Source: an optimization exercise on an open RTL-to-GDS flow (aim: small area). Production flows keep margins and buffers that such runs may drop.
In this exercise RTL edits were held to simulation tests only and were not proved equivalent to the original.
Power and IR drop assume default switching activity.

==> job 601 <==
Design mmu_hostport, start of the top module:
module mmu_hostport (
    input  wire       clk,
    input  wire       rst,
    input  wire       in_valid,
    input  wire [7:0] in_data,
    output wire       in_ready,
    output wire       out_valid,
    output wire [7:0] out_data,
    input  wire       out_ready
);
Settings: LEC_CHECK=0, CAP_MARGIN=20, CORE_MARGIN=2, CORE_UTILIZATION=65, GPL_TIMING_DRIVEN=0, SLEW_MARGIN=20; clock period 10.0 ns.
standard.sh (not shown) runs the stock make flow with config.mk's settings and CLKGATE_MAP_FILE= SYNTH_SCRIPT=/design/flow/synth_recipe.tcl, a recipe that flattens the netlist after the stock synthesis.
==> flow/flow/run.sh <==
#!/bin/bash
# Layout flow: the standard ORFS flow (standard.sh) with
#  - synthesis: the standard synthesis script, but ABC maps (after &deepsyn, time-bounded) with the
#    area-oriented script flow/area.abc and adders are left to ABC instead
#    of being extracted into half/full-adder cells (registers unchanged);
#  - CTS without dummy loads, with the buffers and clustering below;
#  - port buffers of the smallest buffer cell.
# Every tool's output goes to a log file in this folder.
set -euo pipefail
W=$PWD
cat > "$W/own_synth.tcl" <<TCL
proc extract_fa {args} { puts "own flow: extract_fa skipped" }
proc abc {args} {
  set i [lsearch -exact \$args -script]
  if {\$i >= 0} { set args [lreplace \$args [expr {\$i+1}] [expr {\$i+1}] $W/flow/area.abc] }
  puts "own flow: abc \$args"
  yosys abc {*}\$args
}
source $W/synth_recipe.tcl
TCL
CTS="-sink_clustering_enable -repair_clock_nets -dont_use_dummy_load"
CTS="$CTS -buf_list {sky130_fd_sc_hd__clkbuf_16}"
CTS="$CTS -sink_clustering_size 30 -sink_clustering_max_diameter 80"
bash standard.sh "SYNTH_SCRIPT=$W/own_synth.tcl" "CTS_ARGS=$CTS" \
  "BUFFER_PORTS_ARGS=-buffer_cell sky130_fd_sc_hd__buf_1" finish > "$W/own_flow.log" 2>&1
==> flow/flow/area.abc <==
strash; &get -n; &fraig -x; &deepsyn -T 120; &dch -f; &nf -R 1000; &put
==> job 1917 (differences from job 601) <==
==> flow/flow/run.sh (replaced) <==
#!/bin/bash
# Layout flow: the standard ORFS flow (standard.sh) with
#  - synthesis: the standard synthesis script, but ABC maps (after &deepsyn, time-bounded, then two &nf rounds) with the
#    area-oriented script flow/area.abc and adders are left to ABC instead
#    of being extracted into half/full-adder cells (registers unchanged);
#  - CTS without dummy loads, with the buffers and clustering below;
#  - port buffers of the smallest buffer cell.
# Every tool's output goes to a log file in this folder.
set -euo pipefail
W=$PWD
cat > "$W/own_synth.tcl" <<TCL
proc extract_fa {args} { puts "own flow: extract_fa skipped" }
proc abc {args} {
  set i [lsearch -exact \$args -script]
  if {\$i >= 0} { set args [lreplace \$args [expr {\$i+1}] [expr {\$i+1}] $W/flow/area.abc] }
  puts "own flow: abc \$args"
  yosys abc {*}\$args
}
source $W/synth_recipe.tcl
TCL
CTS="-sink_clustering_enable -repair_clock_nets -dont_use_dummy_load"
CTS="$CTS -buf_list {sky130_fd_sc_hd__clkbuf_16} -root_buf sky130_fd_sc_hd__clkbuf_8"
CTS="$CTS -sink_clustering_size 30 -sink_clustering_max_diameter 80"
bash standard.sh "SYNTH_SCRIPT=$W/own_synth.tcl" "CTS_ARGS=$CTS" \
  "BUFFER_PORTS_ARGS=-buffer_cell sky130_fd_sc_hd__buf_1" finish > "$W/own_flow.log" 2>&1
==> flow/flow/area.abc (replaced) <==
strash; &get -n; &fraig -x; &deepsyn -T 120; &dch -f; &nf -p -R 1000; &put; strash; &get -n; &dch -f; &nf -p -R 1000; &put
==> flow/config.mk (replaced) <==
export PLATFORM = sky130hd
export DESIGN_NAME = mmu_hostport
export DESIGN_NICKNAME = mmu_hostport
export VERILOG_FILES = /design/flow/design.v
export SDC_FILE = /design/flow/constraint.sdc
export NUM_CORES = 4
export LEC_CHECK = 0
export CAP_MARGIN = 20
export CORE_MARGIN = 2
export CORE_UTILIZATION = 72
export GPL_TIMING_DRIVEN = 0
export SLEW_MARGIN = 20
==> job 1605 (differences from job 601) <==
--- a/flow/flow/run.sh
+++ b/flow/flow/run.sh
@@ -16,10 +16,10 @@
   puts "own flow: abc \$args"
   yosys abc {*}\$args
 }
 source $W/synth_recipe.tcl
 TCL
 CTS="-sink_clustering_enable -repair_clock_nets -dont_use_dummy_load"
 CTS="$CTS -buf_list {sky130_fd_sc_hd__clkbuf_16}"
-CTS="$CTS -sink_clustering_size 30 -sink_clustering_max_diameter 80"
+CTS="$CTS -sink_clustering_size 36 -sink_clustering_max_diameter 60"
 bash standard.sh "SYNTH_SCRIPT=$W/own_synth.tcl" "CTS_ARGS=$CTS" \
   "BUFFER_PORTS_ARGS=-buffer_cell sky130_fd_sc_hd__buf_1" finish > "$W/own_flow.log" 2>&1
==> flow/config.mk (replaced) <==
export PLATFORM = sky130hd
export DESIGN_NAME = mmu_hostport
export DESIGN_NICKNAME = mmu_hostport
export VERILOG_FILES = /design/flow/design.v
export SDC_FILE = /design/flow/constraint.sdc
export NUM_CORES = 4
export LEC_CHECK = 0
export CAP_MARGIN = 20
export CORE_MARGIN = 2
export CORE_UTILIZATION = 70
export GPL_TIMING_DRIVEN = 0
export SLEW_MARGIN = 20
==> job 675 (differences from job 601) <==
--- a/flow/design.v
+++ b/flow/design.v
@@ -18,21 +18,20 @@
     localparam [3:0] S_FRAME  = 4'd6;    
     localparam [3:0] S_FDEC   = 4'd7;    
     localparam [3:0] S_DEND   = 4'd8;
     localparam [3:0] S_ARG1   = 4'd9;    
     localparam [3:0] S_BSET   = 4'd10;
     localparam [3:0] S_HEX    = 4'd11;
     localparam [3:0] S_COMMIT = 4'd12;
-    localparam [3:0] S_STREAM = 4'd13;   
-    localparam [3:0] S_SBITS  = 4'd14;   
+    localparam [3:0] S_STREAM = 4'd13;
     reg [3:0]   st;
     reg [1:0]   mode;
     reg [4:0]   idx;
     reg [6:0]   addr;
-    reg         bad, kc, vbit, arm;
+    reg         bad, kc, vbit, arm, nlo;
     reg [7:0]   obuf;
     reg         ov;
     reg [3:0]   p, q;
     reg         flash;
     reg [119:0] cr;     
     reg [119:0] hb;     
     reg [47:0]  ls;     
@@ -111,27 +110,35 @@
     wire       lsbyte = (st == S_FRAME) && mode == 2'd0 && kc && !idx[4] && ip1[3:2] != 2'd0;
     wire       win    = q[3:2] == ip1[1:0];
     wire       lsbit  = in_data[{q[1:0], 1'b1}];
     wire       nbin  = (p == 4'd0) || (htail == 8'hff);
     wire [7:0] ndec  = hhead - {7'd0, nbin};
     wire       nzero = htail == 8'd0 && (ndec == 8'd0 || mode[1]);
     wire [3:0] htgt = 4'd14 - idx[4:1];
-    wire [4:0] sdiff   = {1'b0, idx[3:0]} - {1'b0, p};
+    wire [3:0] sk      = idx[3:0] - 4'd4;
+    wire [4:0] sdiff   = {1'b0, sk} - {1'b0, p};
     wire [3:0] sd      = sdiff[4] ? sdiff[3:0] - 4'd1 : sdiff[3:0];
-    wire [7:0] c_byte  = idx[2:0] == 3'd1 ? 8'h10 :
-                         ((idx[2:0] == 3'd2 || idx[2:0] == 3'd3) && mode[0]) ? 8'h83 : 8'h00;
+    wire       s_bits  = idx >= 5'd4 && idx <= 5'd18;
+    wire       s_ready = !s_bits || sd[1:0] == 2'd0;
+    reg  [7:0] s_byte;
+    always @(*) begin
+        if (s_bits)                                       s_byte = ctap[sd[3:2]];
+        else if (idx == 5'd1)                             s_byte = 8'h10;
+        else if ((idx == 5'd2 || idx == 5'd3) && mode[0]) s_byte = 8'h83;
+        else                                              s_byte = 8'h00;
+    end
     wire can_load = !ov || out_ready;
     reg rdy;
     always @(*) begin
         case (st)
             S_IDLE:  rdy = !ov;
             S_ID:    rdy = 1'b1;
             S_HDR:   rdy = idx[1:0] == 2'd0 || p == {3'd0, idx[1]};
             S_ARG1:  rdy = !mode[1] || p == 4'd0;
-            S_FRAME: rdy = p != 4'd0 && (!lsbyte || (win && q[1:0] == 2'd3 && arm));
+            S_FRAME: rdy = !lsbyte || (win && q[1:0] == 2'd3 && arm);
             S_BSET:  rdy = p == idx[3:0];
             S_HEX:   rdy = p == htgt;
             default: rdy = 1'b0;
         endcase
     end
     assign in_ready  = rdy;
     assign out_valid = ov;
@@ -164,15 +171,15 @@
             case (st)
                 S_HDR, S_ARG1: hw[j] = acc;
                 S_HEX: begin
                     hw[j] = acc && (j >= 4) == !idx[0];
                     hd[j] = nib[j % 4];
                 end
                 S_FDEC: begin
-                    hw[j] = p[3:1] == 3'd0;
+                    hw[j] = p == 4'd0 || (p == 4'd1 && nlo);
                     hd[j] = ndec[j];
                 end
                 default: ;
             endcase
         end
     end
     reg [2:0] lw;
@@ -320,17 +327,21 @@
                         end
                     endcase
                 end
                 S_FRAME: if (acc) begin
                     if (!idx[4]) idx <= idx + 5'd1;
                     if (mode[0] && idx == 5'd2) vbit <= in_data == 8'h03;
                     if (mode == 2'd0 && kc && idx == 5'd15) flash <= in_data[7];
-                    st <= S_FDEC;
+                    nlo <= 1'b0;
+                    st  <= S_FDEC;
+                end
+                S_FDEC: begin
+                    if (p == 4'd0) nlo <= 1'b1;
+                    if (p == 4'd1 && nlo) st <= nzero ? S_DEND : S_FRAME;
                 end
-                S_FDEC: if (p == 4'd1) st <= nzero ? S_DEND : S_FRAME;
                 S_DEND: begin
                     st <= S_IDLE;
                     ov <= 1'b1;
                     if (mode[1])     obuf <= 8'h01;
                     else if (mode[0]) begin
                         if (idx < 5'd3)  obuf <= 8'h03;
                         else if (vbit) begin
@@ -384,28 +395,18 @@
                 end
                 S_COMMIT: begin
                     idx <= idx + 5'd1;
                     if (idx == 5'd14) begin
                         obuf <= 8'h00; ov <= 1'b1; st <= S_IDLE;
                     end
                 end
-                S_STREAM: if (can_load) begin
-                    obuf <= c_byte; ov <= 1'b1;
+                S_STREAM: if (can_load && s_ready) begin
+                    obuf <= s_byte; ov <= 1'b1;
                     idx  <= idx + 5'd1;
-                    if (idx[2:0] == 3'd3) begin
-                        idx <= 5'd0; st <= S_SBITS;
-                    end
-                    if (idx[3]) st <= S_IDLE;
-                end
-                S_SBITS: if (can_load && sd[1:0] == 2'd0) begin
-                    obuf <= ctap[sd[3:2]]; ov <= 1'b1;
-                    idx  <= idx + 5'd1;
-                    if (idx[3:0] == 4'd14) begin
-                        idx <= 5'd4;
-                        st  <= mode[0] ? S_STREAM : S_IDLE;
-                    end
+                    if (idx == (mode[0] ? 5'd23 : 5'd18))
+                        st <= S_IDLE;
                 end
                 default: st <= S_IDLE;
             endcase
         end
     end
 endmodule
--- a/flow/flow/run.sh
+++ b/flow/flow/run.sh
@@ -1,10 +1,10 @@
 #!/bin/bash
 # Layout flow: the standard ORFS flow (standard.sh) with
-#  - synthesis: the standard synthesis script, but ABC maps (after &deepsyn, time-bounded) with the
+#  - synthesis: the standard synthesis script, but ABC maps with the
 #    area-oriented script flow/area.abc and adders are left to ABC instead
 #    of being extracted into half/full-adder cells (registers unchanged);
 #  - CTS without dummy loads, with the buffers and clustering below;
 #  - port buffers of the smallest buffer cell.
 # Every tool's output goes to a log file in this folder.
 set -euo pipefail
 W=$PWD
==> flow/flow/area.abc (replaced) <==
strash; &get -n; &fraig -x; &put; scorr; dc2; strash; &get -n; &dch -f; &nf -R 1000; &put
==> flow/config.mk (replaced) <==
export PLATFORM = sky130hd
export DESIGN_NAME = mmu_hostport
export DESIGN_NICKNAME = mmu_hostport
export VERILOG_FILES = /design/flow/design.v
export SDC_FILE = /design/flow/constraint.sdc
export NUM_CORES = 4
export LEC_CHECK = 0
export CAP_MARGIN = 20
export CORE_MARGIN = 2
export CORE_UTILIZATION = 50
export GPL_TIMING_DRIVEN = 0
export SLEW_MARGIN = 20
==> comparison <==
Worst hold slack, highest first: job 601, job 1917, job 1605, job 675. The lowest design area belongs to job 1917, the highest to job 675. Job 675 passed the timing, design-rule and antenna checks. Job 601 produced a clean layout. Job 1605 passed the timing, design-rule and antenna checks. Job 1917 passed the timing, design-rule and antenna checks. Synthesized cell count: job 675 is higher than job 1605 (about 9%). Power: job 601 is larger than job 1605 (about 1.9%).

* * *

==> inputs of v36 <==
mmu_hostport with an RTL version that a note above also has.
## mmu_hostport
module mmu_hostport (
    input  wire       clk,
    input  wire       rst,
    input  wire       in_valid,
    input  wire [7:0] in_data,
    output wire       in_ready,
    output wire       out_valid,
    output wire [7:0] out_data,
    input  wire       out_ready
);
==> flow/config.mk <==
export PLATFORM = sky130hd
export DESIGN_NAME = mmu_hostport
export DESIGN_NICKNAME = mmu_hostport
export VERILOG_FILES = /design/flow/design.v
export SDC_FILE = /design/flow/constraint.sdc
export NUM_CORES = 4
export LEC_CHECK = 0
export CAP_MARGIN = 20
export CORE_MARGIN = 2
export CORE_UTILIZATION = 50
export SLEW_MARGIN = 20
==> flow/constraint.sdc <==
create_clock -name core_clock -period 10.0 [get_ports {clk}]
set_input_delay 2.0000 -clock core_clock [delete_from_list [all_inputs] [get_ports {clk}]]
set_output_delay 2.0000 -clock core_clock [all_outputs]
set_load 0.01 [all_outputs]
==> flow/flow/run.sh <==
#!/bin/bash
# Layout flow: the standard ORFS flow (standard.sh) with
#  - synthesis: the standard synthesis script, but ABC maps with the
#    area-oriented script flow/area.abc and adders are left to ABC instead
#    of being extracted into half/full-adder cells (registers unchanged);
#  - CTS without dummy loads, with the buffers and clustering below;
#  - port buffers of the smallest buffer cell.
# Every tool's output goes to a log file in this folder.
set -euo pipefail
W=$PWD
cat > "$W/own_synth.tcl" <<TCL
proc extract_fa {args} { puts "own flow: extract_fa skipped" }
proc abc {args} {
  set i [lsearch -exact \$args -script]
  if {\$i >= 0} { set args [lreplace \$args [expr {\$i+1}] [expr {\$i+1}] $W/flow/area.abc] }
  puts "own flow: abc \$args"
  yosys abc {*}\$args
}
source $W/synth_recipe.tcl
TCL
CTS="-sink_clustering_enable -repair_clock_nets -dont_use_dummy_load"
CTS="$CTS -buf_list {sky130_fd_sc_hd__clkbuf_8 sky130_fd_sc_hd__clkbuf_16}"
CTS="$CTS -sink_clustering_size 16 -sink_clustering_max_diameter 50"
bash standard.sh "SYNTH_SCRIPT=$W/own_synth.tcl" "CTS_ARGS=$CTS" \
  "BUFFER_PORTS_ARGS=-buffer_cell sky130_fd_sc_hd__buf_1" finish > "$W/own_flow.log" 2>&1
==> flow/flow/area.abc <==
strash; &get -n; &fraig -x; &put; scorr; dc2; strash; &get -n; &dch -f; &nf -R 1000; &put
==> inputs of v35, as changes to v36 <==
--- a/flow/flow/run.sh
+++ b/flow/flow/run.sh
@@ -15,11 +15,11 @@
   if {\$i >= 0} { set args [lreplace \$args [expr {\$i+1}] [expr {\$i+1}] $W/flow/area.abc] }
   puts "own flow: abc \$args"
   yosys abc {*}\$args
 }
 source $W/synth_recipe.tcl
 TCL
 CTS="-sink_clustering_enable -repair_clock_nets -dont_use_dummy_load"
-CTS="$CTS -buf_list {sky130_fd_sc_hd__clkbuf_8 sky130_fd_sc_hd__clkbuf_16}"
-CTS="$CTS -sink_clustering_size 16 -sink_clustering_max_diameter 50"
+CTS="$CTS -buf_list {sky130_fd_sc_hd__clkbuf_16}"
+CTS="$CTS -sink_clustering_size 30 -sink_clustering_max_diameter 80"
 bash standard.sh "SYNTH_SCRIPT=$W/own_synth.tcl" "CTS_ARGS=$CTS" \
   "BUFFER_PORTS_ARGS=-buffer_cell sky130_fd_sc_hd__buf_1" finish > "$W/own_flow.log" 2>&1
Settings changed: CORE_UTILIZATION 50 to 65, GPL_TIMING_DRIVEN set to 0.
==> inputs of v1, as changes to v36 <==
--- a/flow/flow/run.sh
+++ b/flow/flow/run.sh
@@ -14,12 +14,10 @@
   set i [lsearch -exact \$args -script]
   if {\$i >= 0} { set args [lreplace \$args [expr {\$i+1}] [expr {\$i+1}] $W/flow/area.abc] }
   puts "own flow: abc \$args"
   yosys abc {*}\$args
 }
 source $W/synth_recipe.tcl
 TCL
-CTS="-sink_clustering_enable -repair_clock_nets -dont_use_dummy_load"
-CTS="$CTS -buf_list {sky130_fd_sc_hd__clkbuf_8 sky130_fd_sc_hd__clkbuf_16}"
-CTS="$CTS -sink_clustering_size 16 -sink_clustering_max_diameter 50"
+CTS="-sink_clustering_enable -repair_clock_nets -dont_use_dummy_load ${OWN_CTS:--buf_list {sky130_fd_sc_hd__clkbuf_8 sky130_fd_sc_hd__clkbuf_16} -sink_clustering_size 16 -sink_clustering_max_diameter 50}"
 bash standard.sh "SYNTH_SCRIPT=$W/own_synth.tcl" "CTS_ARGS=$CTS" \
   "BUFFER_PORTS_ARGS=-buffer_cell sky130_fd_sc_hd__buf_1" finish > "$W/own_flow.log" 2>&1
==> inputs of v16, as changes to v36 <==
--- a/flow/design.v
+++ b/flow/design.v
@@ -18,20 +18,21 @@
     localparam [3:0] S_FRAME  = 4'd6;    
     localparam [3:0] S_FDEC   = 4'd7;    
     localparam [3:0] S_DEND   = 4'd8;
     localparam [3:0] S_ARG1   = 4'd9;    
     localparam [3:0] S_BSET   = 4'd10;
     localparam [3:0] S_HEX    = 4'd11;
     localparam [3:0] S_COMMIT = 4'd12;
-    localparam [3:0] S_STREAM = 4'd13;
+    localparam [3:0] S_STREAM = 4'd13;   
+    localparam [3:0] S_SBITS  = 4'd14;   
     reg [3:0]   st;
     reg [1:0]   mode;
     reg [4:0]   idx;
     reg [6:0]   addr;
-    reg         bad, kc, vbit, arm, nlo;
+    reg         bad, kc, vbit, arm;
     reg [7:0]   obuf;
     reg         ov;
     reg [3:0]   p, q;
     reg         flash;
     reg [119:0] cr;     
     reg [119:0] hb;     
     reg [47:0]  ls;     
@@ -110,35 +111,27 @@
     wire       lsbyte = (st == S_FRAME) && mode == 2'd0 && kc && !idx[4] && ip1[3:2] != 2'd0;
     wire       win    = q[3:2] == ip1[1:0];
     wire       lsbit  = in_data[{q[1:0], 1'b1}];
     wire       nbin  = (p == 4'd0) || (htail == 8'hff);
     wire [7:0] ndec  = hhead - {7'd0, nbin};
     wire       nzero = htail == 8'd0 && (ndec == 8'd0 || mode[1]);
     wire [3:0] htgt = 4'd14 - idx[4:1];
-    wire [3:0] sk      = idx[3:0] - 4'd4;
-    wire [4:0] sdiff   = {1'b0, sk} - {1'b0, p};
+    wire [4:0] sdiff   = {1'b0, idx[3:0]} - {1'b0, p};
     wire [3:0] sd      = sdiff[4] ? sdiff[3:0] - 4'd1 : sdiff[3:0];
-    wire       s_bits  = idx >= 5'd4 && idx <= 5'd18;
-    wire       s_ready = !s_bits || sd[1:0] == 2'd0;
-    reg  [7:0] s_byte;
-    always @(*) begin
-        if (s_bits)                                       s_byte = ctap[sd[3:2]];
-        else if (idx == 5'd1)                             s_byte = 8'h10;
-        else if ((idx == 5'd2 || idx == 5'd3) && mode[0]) s_byte = 8'h83;
-        else                                              s_byte = 8'h00;
-    end
+    wire [7:0] c_byte  = idx[2:0] == 3'd1 ? 8'h10 :
+                         ((idx[2:0] == 3'd2 || idx[2:0] == 3'd3) && mode[0]) ? 8'h83 : 8'h00;
     wire can_load = !ov || out_ready;
     reg rdy;
     always @(*) begin
         case (st)
             S_IDLE:  rdy = !ov;
             S_ID:    rdy = 1'b1;
             S_HDR:   rdy = idx[1:0] == 2'd0 || p == {3'd0, idx[1]};
             S_ARG1:  rdy = !mode[1] || p == 4'd0;
-            S_FRAME: rdy = !lsbyte || (win && q[1:0] == 2'd3 && arm);
+            S_FRAME: rdy = p != 4'd0 && (!lsbyte || (win && q[1:0] == 2'd3 && arm));
             S_BSET:  rdy = p == idx[3:0];
             S_HEX:   rdy = p == htgt;
             default: rdy = 1'b0;
         endcase
     end
     assign in_ready  = rdy;
     assign out_valid = ov;
@@ -171,15 +164,15 @@
             case (st)
                 S_HDR, S_ARG1: hw[j] = acc;
                 S_HEX: begin
                     hw[j] = acc && (j >= 4) == !idx[0];
                     hd[j] = nib[j % 4];
                 end
                 S_FDEC: begin
-                    hw[j] = p == 4'd0 || (p == 4'd1 && nlo);
+                    hw[j] = p[3:1] == 3'd0;
                     hd[j] = ndec[j];
                 end
                 default: ;
             endcase
         end
     end
     reg [2:0] lw;
@@ -327,21 +320,17 @@
                         end
                     endcase
                 end
                 S_FRAME: if (acc) begin
                     if (!idx[4]) idx <= idx + 5'd1;
                     if (mode[0] && idx == 5'd2) vbit <= in_data == 8'h03;
                     if (mode == 2'd0 && kc && idx == 5'd15) flash <= in_data[7];
-                    nlo <= 1'b0;
-                    st  <= S_FDEC;
-                end
-                S_FDEC: begin
-                    if (p == 4'd0) nlo <= 1'b1;
-                    if (p == 4'd1 && nlo) st <= nzero ? S_DEND : S_FRAME;
+                    st <= S_FDEC;
                 end
+                S_FDEC: if (p == 4'd1) st <= nzero ? S_DEND : S_FRAME;
                 S_DEND: begin
                     st <= S_IDLE;
                     ov <= 1'b1;
                     if (mode[1])     obuf <= 8'h01;
                     else if (mode[0]) begin
                         if (idx < 5'd3)  obuf <= 8'h03;
                         else if (vbit) begin
@@ -395,18 +384,28 @@
                 end
                 S_COMMIT: begin
                     idx <= idx + 5'd1;
                     if (idx == 5'd14) begin
                         obuf <= 8'h00; ov <= 1'b1; st <= S_IDLE;
                     end
                 end
-                S_STREAM: if (can_load && s_ready) begin
-                    obuf <= s_byte; ov <= 1'b1;
+                S_STREAM: if (can_load) begin
+                    obuf <= c_byte; ov <= 1'b1;
                     idx  <= idx + 5'd1;
-                    if (idx == (mode[0] ? 5'd23 : 5'd18))
-                        st <= S_IDLE;
+                    if (idx[2:0] == 3'd3) begin
+                        idx <= 5'd0; st <= S_SBITS;
+                    end
+                    if (idx[3]) st <= S_IDLE;
+                end
+                S_SBITS: if (can_load && sd[1:0] == 2'd0) begin
+                    obuf <= ctap[sd[3:2]]; ov <= 1'b1;
+                    idx  <= idx + 5'd1;
+                    if (idx[3:0] == 4'd14) begin
+                        idx <= 5'd4;
+                        st  <= mode[0] ? S_STREAM : S_IDLE;
+                    end
                 end
                 default: st <= S_IDLE;
             endcase
         end
     end
 endmodule
==> flow/flow/run.sh (replaced) <==
#!/bin/bash
# Layout flow: the standard ORFS flow (standard.sh) with
#  - synthesis: the standard synthesis script, but ABC maps (after &deepsyn, time-bounded) with the
#    area-oriented script flow/area.abc and adders are left to ABC instead
#    of being extracted into half/full-adder cells (registers unchanged);
#  - CTS without dummy loads, with the buffers and clustering below;
#  - port buffers of the smallest buffer cell.
# Every tool's output goes to a log file in this folder.
set -euo pipefail
W=$PWD
cat > "$W/own_synth.tcl" <<TCL
proc extract_fa {args} { puts "own flow: extract_fa skipped" }
proc abc {args} {
  set i [lsearch -exact \$args -script]
  if {\$i >= 0} { set args [lreplace \$args [expr {\$i+1}] [expr {\$i+1}] $W/flow/area.abc] }
  puts "own flow: abc \$args"
  yosys abc {*}\$args
}
source $W/synth_recipe.tcl
TCL
CTS="-sink_clustering_enable -repair_clock_nets -dont_use_dummy_load"
CTS="$CTS -buf_list {sky130_fd_sc_hd__clkbuf_16}"
CTS="$CTS -sink_clustering_size 30 -sink_clustering_max_diameter 80"
bash standard.sh "SYNTH_SCRIPT=$W/own_synth.tcl" "CTS_ARGS=$CTS" \
  "BUFFER_PORTS_ARGS=-buffer_cell sky130_fd_sc_hd__buf_1" finish > "$W/own_flow.log" 2>&1
==> flow/flow/area.abc (replaced) <==
strash; &get -n; &fraig -x; &deepsyn -T 120; &dch -f; &nf -R 1000; &put
Settings changed: GPL_TIMING_DRIVEN set to 0.
==> comparison table <==
Share of synthesized cell area in full adder, half adder and majority cells: v16 0%; v35 0.187%; v36 0.187%; v1 0.187%
Most frequent standard cell in the layout excluding fill and tap cells: v16 sky130_fd_sc_hd__dfxtp_1; v35 sky130_fd_sc_hd__dfxtp_1; v36 sky130_fd_sc_hd__dfxtp_1; v1 -
MaxCap Viol Count: v16 0; v35 0; v36 0; v1 -
Vias in the first global route: v16 6,916; v35 8,221; v36 7,682; v1 -
GRT overflow: v16 0; v35 0; v36 0; v1 -
Max IR drop VDD: v16 0.155 mV; v35 0.208 mV; v36 0.208 mV; v1 -
Final #Nets: v16 1,001; v35 1,088; v36 1,115; v1 -
Unrepaired setup endpoints after global routing: v16 no; v35 no; v36 no; v1 -
Area added between synthesis and finish: v16 8.40%; v35 7.17%; v36 12.0%; v1 -
Flip-flop and latch power: v16 0.00159 W; v35 0.00191 W; v36 0.00186 W; v1 -
Switching pwr: v16 0.000800 W; v35 0.000966 W; v36 0.000982 W; v1 -
Result of the run: v16 finished clean; v35 finished clean; v36 finished clean; v1 stopped before the end
Last stage reached: v16 -; v35 -; v36 -; v1 4_1_cts
Portion of total power attributed to the clock network: v16 24.2%; v35 20.6%; v36 27.0%; v1 -
Start point of the critical path: v16 st[1]$_SDFFE_PP0P_; v35 st[1]$_SDFFE_PP0P_; v36 st[3]$_SDFFE_PP0P_; v1 -
Clkbuf count: v16 16; v35 15; v36 29; v1 -

## port drivers added, routing unchanged
How much do the figures lean on ideal ports? The routed layouts below were timed once more, with nothing changed but the port constraints. Step 1 assumes that a clkbuf_16 drives the clock port and a buf_2 every other input. Step 2 times the ports against the registers' clock, not the clock port: input delays grow and output delays shrink by t, the midpoint of the rising clock arrivals with the driver on. Three values: no drivers, after step 1, after step 2; two values: the first two.
run | shift t [ns] | setup slack, ns | worst data-port slew with drivers (ns)
job 601 | 0.528 | 3.757 / 3.713 / 3.736 | 0.04
job 1917 | 0.570 | 3.630 / 3.594 / 3.603 | 0.03
job 1605 | 0.521 | 3.774 / 3.734 / 3.487 | 0.04
job 675 | 0.525 | 3.958 / 3.910 / 4.118 | 0.03
v36 | 0.573 | 4.439 / 4.392 / 4.035 | 0.03
v35 | 0.530 | 4.212 / 4.167 / 3.768 | 0.03
v16 | 0.532 | 4.126 / 4.079 / 3.763 | 0.03
After both steps every run listed still meets setup and hold. For v35, which loses most, drivers alone change the setup slack by -0.045 ns; drivers and shift together by -0.444 ns.
